From an optimization exercise on the open Yosys and OpenROAD flow, aimed at small area, a short achievable clock period and few clock cycles; shortcuts taken in it are not production practice.
At most, simulation tests tie the RTL to the original design; equivalence was not proved.
Power and IR drop assume default switching activity.

## the baseline
// rune512_codec
module rune512_codec #(
    parameter P = 64,    
    parameter S = 59     
) (
    input  wire        clk,
    input  wire        rst,
    input  wire        cmd_valid,
    output wire        cmd_ready,
    input  wire [2:0]  cmd_op,
    input  wire        cmd_pfx,
    input  wire        cmd_emptyok,
    input  wire        in_valid,
    output wire        in_ready,
    input  wire [11:0] in_data,
    output wire        out_valid,
    input  wire        out_ready,
    output wire [9:0]  out_data,
    output wire        done,
    output reg  [3:0]  err,
    output reg         shortsub,
    output wire [15:0] result,
    output wire [7:0]  consumed,
    output wire [7:0]  outlen
);
Settings: LEC_CHECK=0, CAP_MARGIN=20, CORE_MARGIN=2, CORE_UTILIZATION=40, CTS_CLUSTER_DIAMETER=60, CTS_CLUSTER_SIZE=20, PLACE_DENSITY=0.6, SETUP_SLACK_MARGIN=5, SLEW_MARGIN=20; clock period 8.0 ns.
run.sh (not shown) runs the stock make flow with config.mk's settings and CLKGATE_MAP_FILE= SYNTH_SCRIPT=/design/flow/synth_recipe.tcl, a recipe that flattens the netlist after the stock synthesis.
Testbench counts of the baseline, summed over its fixed seeds: cycles 11,683.
Input changes introduced in the candidate (baseline for comparison: the baseline):
- CORE_UTILIZATION changed from 40 to 60
- CTS_CLUSTER_DIAMETER changed from 60 to 100
- PLACE_DENSITY changed from 0.6 to 0.75
- CTS_CLUSTER_SIZE changed from 20 to 30
Findings:
Per the final summary, the candidate finished and its layout is clean on timing, DRC and antenna. The total power of the final layout in the candidate was lower than what the baseline gave. Worst-skew pair later-pin latency: the candidate vs the baseline, no meaningful difference. Between the baseline and the candidate, the proportion of power drawn by flip-flops and latches is lower for the baseline. Compared with the baseline, in the candidate post-route cell area moved down, utilization now larger. The baseline → the candidate: area of the core region decreased about 33%, relative contribution of combinational cells to total power has increased, post-detailed-routing wire length fell 2.7 mm. The baseline -> the candidate: buffer levels on the longest clock path delta 0, exact match.

========
## run 1
Another version of the RTL of rune512_codec (not shown whole).
For scale: roughly 2500 cells after synthesis, roughly 730 flip-flops, about 73 I/O pins.
clock: 8.0 ns
lec_check: 0
cap_margin: 20
core_margin: 2
core_utilization: 40
cts_cluster_diameter: 60
cts_cluster_size: 20
place_density: 0.6
setup_slack_margin: 5
slew_margin: 20
Run 1 was carried through to the last stage, and its layout satisfied the timing, design-rule and antenna checks.
Testbench counts of run 1, summed over its fixed seeds: cycles 11,571.
### run 1 -> run 2
# run 1
export LEC_CHECK = 0
export CAP_MARGIN = 20
export CORE_MARGIN = 2
export CORE_UTILIZATION = 40
export CTS_CLUSTER_DIAMETER = 60
export CTS_CLUSTER_SIZE = 20
export PLACE_DENSITY = 0.6
export SETUP_SLACK_MARGIN = 5
export SLEW_MARGIN = 20
create_clock -name core_clock -period 8.0 [get_ports {clk}]
# run 2
export LEC_CHECK = 0
export CAP_MARGIN = 20
export CORE_MARGIN = 2
export CORE_UTILIZATION = 55
export CTS_CLUSTER_DIAMETER = 60
export CTS_CLUSTER_SIZE = 20
export PLACE_DENSITY = 0.7
export SETUP_SLACK_MARGIN = 5
export SLEW_MARGIN = 20
create_clock -name core_clock -period 8.0 [get_ports {clk}]
==> summary.txt <==
- Of run 1 and run 2, the run reporting the lower post-placement cell area was run 2.
- met1 layer wirelength in the final routing was higher in run 1 than in run 2.
- Run 2 vs. run 1: maximum achievable frequency grew by about 2.6%; via count held steady.
- Smallest setup slack after layout ended up 0.077 ns higher on run 2 than on run 1.
- Comparing the two runs side by side, run 2 comes out ahead of run 1 on leakage dissipation.
- Between run 1 and run 2, the number of violations of the max-capacitance limit does not differ in any meaningful way.

========
Another version of the RTL of rune512_codec (not shown whole).
Size: ~2,500 cells after synthesis, roughly 750 flip-flops, about 73 I/O pins, roughly 27,000 sq um of cells after synthesis.
clock: 8.0 ns
lec_check: 0
cap_margin: 20
core_margin: 2
core_utilization: 45
cts_cluster_diameter: 60
cts_cluster_size: 20
place_density: 0.65
setup_slack_margin: 5
slew_margin: 20
==> next run, changes <==
--- a/flow/config.mk
+++ b/flow/config.mk
@@ -9,6 +9,6 @@
 export CORE_MARGIN = 2
-export CORE_UTILIZATION = 45
+export CORE_UTILIZATION = 55
 export CTS_CLUSTER_DIAMETER = 60
 export CTS_CLUSTER_SIZE = 20
-export PLACE_DENSITY = 0.65
+export PLACE_DENSITY = 0.7
 export SETUP_SLACK_MARGIN = 5
After rerunning: Cell area decreases by 1.4%. Sequential power stays flat. Setup slack gains 0.024 ns. Worst hold slack gains 0.014 ns. First-iteration DRC count decreases by 0.41%. Routed wire length decreases by 4.8%. Fmax increases by 0.82%. Die area decreases by 18%. Sequential share of layout area increases by 0.76 points. Sequential cell count stays the same.
Function was not checked in any run of this note: the RTL went through the layout flow alone.

separate check: timing with driven ports:
How much do the figures lean on ideal ports? The routed layouts below were timed once more, with nothing changed but the port constraints. Step 1 assumes that a clkbuf_16 drives the clock port and a buf_2 every other input. Step 2, shift: input delay + t, output delay - t, t = (earliest + latest rising clock arrival at the registers) / 2. This alone moves slack from input paths to output paths. Slacks: ideal ports / drivers / drivers and shift; pairs: ideal ports / drivers.
run | t, ns | setup slack, ns | worst hold slack (ns) | worst data-port slew with drivers (ns) | cell pins on the clock port's net
the baseline | 0.692 | 4.986 / 4.960 / 4.472 | 0.339 / 0.339 / 0.339 | 0.04 | 1
the candidate | 0.672 | 5.002 / 4.939 / 4.471 | 0.329 / 0.329 / 0.329 | 0.04 | 1
run 1 | 0.684 | 4.930 / 4.930 / 4.387 | 0.318 / 0.318 / 0.318 | 0.04 | 1
run 2 | 0.668 | 5.007 / 4.957 / 4.354 | 0.347 / 0.347 / 0.347 | 0.07 | 1
the first run of note 3 | 0.684 | 4.984 / 4.957 / 4.423 | 0.333 / 0.333 / 0.333 | 0.04 | 1
the second run of note 3 | 0.673 | 5.009 / 4.962 / 4.377 | 0.346 / 0.346 / 0.346 | 0.04 | 1
After both steps every run listed still meets setup and hold. For run 2, which loses most, drivers alone change the setup slack by -0.050 ns; drivers and shift together by -0.653 ns.
